This design comes from an exercise in tuning for small area, a short achievable clock period and few clock cycles per item on the open sky130 flow, not from production work. RTL that was checked went through simulation tests only; none was proved equivalent to the original. Power is estimated from default activity; no workload was simulated.

oak:
// ymodem_rx_unit
module ymodem_rx_unit (
    input  wire        clk,
    input  wire        rst,           
    input  wire        cmd_valid,
    output wire        cmd_ready,
    input  wire [15:0] cmd,
    output reg         res_valid,
    output reg  [1:0]  res_st,        
    output reg  [31:0] res_val,
    output reg  [1:0]  res_tx_n,      
    output reg  [7:0]  res_tx0,
    output reg  [7:0]  res_tx1,
    output reg  [1:0]  res_ev_n,      
    output reg  [2:0]  res_ev0,
    output reg  [2:0]  res_ev1,
    output reg  [3:0]  res_ev_code,   
    output reg         res_pay        
);
    localparam IDLE = 0, LEAD = 1, SEQ = 2, CMP = 3, DATA = 4, CRCH = 5,
               CRCL = 6, PURGE = 7, DONE = 8, FAILED = 9;
    function [15:0] crc_step;
        input [15:0] c;
        input [7:0]  d;
        integer i;
        begin
            crc_step = c ^ {d, 8'h00};
            for (i = 0; i < 8; i = i + 1)
                crc_step = crc_step[15] ? ((crc_step << 1) ^ 16'h1021) : (crc_step << 1);
        end
    endfunction
    reg        fault;
    reg [15:0] crc_acc;
    reg [9:0]  ph;            
    reg [7:0]  rx_exp;
    reg        rx_hdr;
    reg        rx_big;
    reg [1:0]  rx_eotc;
    reg [1:0]  rx_canc;
    reg [2:0]  rx_retry;
    reg [3:0]  rx_err;
    reg [15:0] rx_crc;        
    reg [9:0]  rx_cnt;
    reg        rx_nz;         
    reg [1:0]  rx_pend;       
    wire [7:0] c_op  = cmd[15:8];
    wire [7:0] c_imm = cmd[7:0];
    wire       c_v   = cmd_valid & ~rst;
    wire       c_z   = (c_imm == 8'd0);
    wire c_hi0 = (c_op[7:4] == 4'h0);
    wire c_hi1 = (c_op[7:4] == 4'h1);
    wire c_hi3 = (c_op[7:4] == 4'h3);
    wire c_lo0 = (c_op[3:0] == 4'h0);
    wire c_lo1 = (c_op[3:0] == 4'h1);
    wire c_lo2 = (c_op[3:0] == 4'h2);
    wire c_lo3 = (c_op[3:0] == 4'h3);
    wire c_lo4 = (c_op[3:0] == 4'h4);
    wire c_sys   = c_hi0 & (c_lo1 | c_lo2) & c_z;
    wire c_legal = (c_hi0 & c_lo0 & c_z) | (c_hi1 & (c_lo0 | c_lo2) & c_z) | (c_hi1 & c_lo1)
  ...
Size in the first run: ~810 cells after synthesis, ~150 flip-flops, about 86 I/O pins, about 6600 um^2 of cells after synthesis.
clock: 4.0 ns
lec_check: 0
cap_margin: 20
core_margin: 2
core_utilization: 40
slew_margin: 20
buffer_ports_args: -buffer_cell sky130_fd_sc_hd__buf_2
abc_clock_period_in_ps: 2000
setup_slack_margin: 2.25
cts_args: -sink_clustering_enable -repair_clock_nets -buf_list {sky130_fd_sc_hd__clkbuf_4 sky130_fd_sc_hd__clkbuf_8} -dont_use_dummy_load
abc_area: 1
standard.sh (not shown) runs the stock make flow with config.mk's settings and CLKGATE_MAP_FILE= SYNTH_SCRIPT=/design/flow/synth_recipe.tcl, a recipe that flattens the netlist after the stock synthesis.
==> flow/flow/run.sh <==
#!/bin/bash
# The standard layout (standard.sh, its synthesis unchanged in its registers),
# with the extra ORFS settings of flow/extra.mk appended to config.mk.
set -o pipefail
cat flow/extra.mk >> config.mk
bash standard.sh > standard.log 2>&1
==> flow/flow/extra.mk <==
export BUFFER_PORTS_ARGS = -buffer_cell sky130_fd_sc_hd__buf_2
export DONT_USE_CELLS += sky130_fd_sc_hd__or4_1 sky130_fd_sc_hd__or4_2 sky130_fd_sc_hd__or4_4 sky130_fd_sc_hd__or4b_1 sky130_fd_sc_hd__or4b_2 sky130_fd_sc_hd__or4b_4 sky130_fd_sc_hd__or4bb_1 sky130_fd_sc_hd__or4bb_2 sky130_fd_sc_hd__or4bb_4 sky130_fd_sc_hd__nor4_1 sky130_fd_sc_hd__nor4_2 sky130_fd_sc_hd__nor4_4 sky130_fd_sc_hd__nor4b_1 sky130_fd_sc_hd__nor4b_2 sky130_fd_sc_hd__nor4b_4 sky130_fd_sc_hd__nor4bb_1 sky130_fd_sc_hd__nor4bb_2 sky130_fd_sc_hd__nor4bb_4 sky130_fd_sc_hd__or3_1 sky130_fd_sc_hd__or3_2 sky130_fd_sc_hd__or3_4 sky130_fd_sc_hd__or3b_1 sky130_fd_sc_hd__or3b_2 sky130_fd_sc_hd__or3b_4 sky130_fd_sc_hd__a2111oi_0 sky130_fd_sc_hd__a2111oi_1 sky130_fd_sc_hd__a2111oi_2 sky130_fd_sc_hd__a2111oi_4 sky130_fd_sc_hd__a2111o_1 sky130_fd_sc_hd__a2111o_2 sky130_fd_sc_hd__a2111o_4 sky130_fd_sc_hd__clkdlybuf4s50_1 sky130_fd_sc_hd__clkdlybuf4s50_2
export ABC_CLOCK_PERIOD_IN_PS = 2000
export SETUP_SLACK_MARGIN = 2.25
export CTS_ARGS = -sink_clustering_enable -repair_clock_nets -buf_list {sky130_fd_sc_hd__clkbuf_4 sky130_fd_sc_hd__clkbuf_8} -dont_use_dummy_load
export ABC_AREA = 1
For pine, these inputs were changed with respect to oak:
--- a/flow/design.v
+++ b/flow/design.v
@@ -58,55 +58,49 @@
     wire c_legal = (c_hi0 & c_lo0 & c_z) | (c_hi1 & (c_lo0 | c_lo2) & c_z) | (c_hi1 & c_lo1)
                  | (c_hi3 & (c_lo0 | c_lo2 | c_lo3 | c_lo4) & c_z) | (c_hi3 & c_lo1);
     wire c_sx  = (c_imm == 8'h01) | (c_imm == 8'h02);
     wire c_eot = (c_imm == 8'h04);
     wire c_can = (c_imm == 8'h18);
     reg       cv;             
     reg [7:0] imm;            
     reg       op_reset, op_gf, op_bad, st_flt;
     reg       e_cinit, e_cbyte, e_cread, e_start, rxb, tmo, e_abort, e_status;
     reg       rxk;            
     reg       z, d_sx, d_eot, d_can, d_oth;
     reg       lo_ok;          
-    reg       sel_rx;         
     wire fault_nx = ~op_reset & (fault | op_bad);
     wire c_run    = c_v & ~fault_nx;
     always @(posedge clk) begin
         cv       <= c_v;
         imm      <= c_imm;
         op_reset <= c_v & c_hi0 & c_lo1 & c_z;
         op_gf    <= c_v & c_hi0 & c_lo2 & c_z;
         op_bad   <= c_v & ~c_sys & ~c_legal;
         st_flt   <= ~c_sys & (~c_legal | fault_nx);
         e_cinit  <= c_run & c_hi1 & c_lo0 & c_z;
         e_cbyte  <= c_run & c_hi1 & c_lo1;
         e_cread  <= c_run & c_hi1 & c_lo2 & c_z;
         e_start  <= c_run & c_hi3 & c_lo0 & c_z;
         rxb      <= c_run & c_hi3 & c_lo1;
         tmo      <= c_run & c_hi3 & c_lo2 & c_z;
         e_abort  <= c_run & c_hi3 & c_lo3 & c_z;
         e_status <= c_run & c_hi3 & c_lo4 & c_z;
         rxk      <= c_run & c_hi3 & (c_lo1 | ((c_lo0 | c_lo2 | c_lo3) & c_z));
         z        <= c_z;
         d_sx     <= c_sx;
         d_eot    <= c_eot;
         d_can    <= c_can;
         d_oth    <= ~(c_sx | c_eot | c_can);
         lo_ok    <= (c_imm == rx_crc[7:0]);
-        sel_rx   <= c_op[5];                    
     end
-    wire [7:0]  crc_x   = (sel_rx ? rx_crc[15:8] : crc_acc[15:8]) ^ imm;
-    wire [15:0] crc_t   = crc_step(16'd0, crc_x);
-    wire [15:0] acc_nx  = {crc_acc[7:0], 8'h00} ^ crc_t;
-    wire [15:0] rx_nx   = {rx_crc[7:0], 8'h00} ^ crc_t;
     wire ph_act    = ph[LEAD] | ph[SEQ] | ph[CMP] | ph[DATA] | ph[CRCH] | ph[CRCL];
     wire ph_off    = ph[IDLE] | ph[DONE] | ph[FAILED];
     wire last      = rx_big ? (&rx_cnt) : (&rx_cnt[6:0]);
     wire pend_ok   = (rx_pend == 2'd0);
     wire chk_ok    = pend_ok & lo_ok;
     wire crcl      = rxb & ph[CRCL];
     wire acc       = crcl & chk_ok;
     wire null_hdr  = ~rx_hdr & ~rx_nz;
     wire acc_null  = acc & null_hdr;
     wire acc_blk   = acc & ~null_hdr;
     wire lead      = rxb & ph[LEAD];
     wire lead_sx   = lead & d_sx;
@@ -178,25 +172,25 @@
             rx_hdr   <= 1'b0;
             rx_big   <= 1'b0;
             rx_eotc  <= 2'd0;
             rx_canc  <= 2'd0;
             rx_retry <= 3'd0;
             rx_err   <= 4'd0;
         end else begin
             if (op_bad)
                 fault <= 1'b1;
             if (e_cinit)
                 crc_acc <= 16'd0;
             if (e_cbyte)
-                crc_acc <= acc_nx;
+                crc_acc <= crc_step(crc_acc, imm);
             ph <= ph_n;
             if (e_start) begin
                 rx_exp   <= 8'd0;
                 rx_hdr   <= 1'b0;
                 rx_big   <= 1'b0;
             end
             if (lead_sx)
                 rx_big <= imm[1];
             if (acc_blk) begin
                 rx_hdr <= 1'b1;
                 rx_exp <= rx_exp + 8'd1;
             end
@@ -225,22 +219,22 @@
         end
         if (rxb) begin
             if (ph[SEQ])
                 rx_crc[7:0] <= imm;
             if (ph[CMP]) begin
                 rx_crc  <= 16'd0;
                 rx_cnt  <= 10'd0;
                 rx_nz   <= 1'b0;
                 rx_pend <= (imm != ~rx_crc[7:0]) ? 2'd1 :
                            (rx_crc[7:0] != rx_exp) ? 2'd2 : 2'd0;
             end
             if (ph[DATA]) begin
-                rx_crc <= rx_nx;
+                rx_crc <= crc_step(rx_crc, imm);
                 rx_cnt <= rx_cnt + 10'd1;
                 if (~z) rx_nz <= 1'b1;
             end
             if (ph[CRCH] & pend_ok & (imm != rx_crc[15:8]))
                 rx_pend <= 2'd3;
         end
     end
     assign cmd_ready = 1'b1;
 endmodule
--- outcome ---
- Side by side, leakage power summed over all cells turned out higher in pine than in oak.
- Comparing oak and pine, post-layout total power is higher on oak.
- On pine: worst hold slack is 0.0099 ns higher than what oak gave.
- Going from oak to pine, the wire length on met3 was found to have gone up by 5.3%.
- Global-route track usage on met2 sits lower in pine than in oak.
- | register-to-register slack | higher: pine |
- Highest cell delay on the worst timing path: oak vs pine — no meaningful difference
- Lower wire length of the first global-routing pass goes to pine over oak.
- Routed wire length was higher in the run labelled oak.
Testbench counts of pine, summed over its fixed seeds: cycles 41,589, commands 41,581.
Only the layout flow was run in oak; the RTL was not checked for function there.

[static timing again, ports no longer ideal]
Ports are ideal in the flow. The routed layouts listed here were re-timed in OpenROAD.
Step 1: set_driving_cell puts a clkbuf_16 on clk and a buf_2 on each other input, an assumption about the parent block.
Step 2 moves the port delays by t, midway between the first and last clock arrival at a register: inputs arrive t later, outputs are due t later. That takes back most of the time a late clock gives input paths.
Slacks: no drivers / after step 1 / after step 2; pairs: no drivers / after step 1.
run	t (ns)	setup WS [ns]	latest minus earliest clock arrival (ns)
oak	0.484	2.297 / 2.264 / 1.911	0.023 / 0.022
pine	0.483	2.301 / 2.262 / 2.051	0.018 / 0.017
After both steps setup and hold are still met in every run listed. The setup slack of oak, which loses most, moves by -0.033 ns with the drivers and by -0.386 ns with both steps.
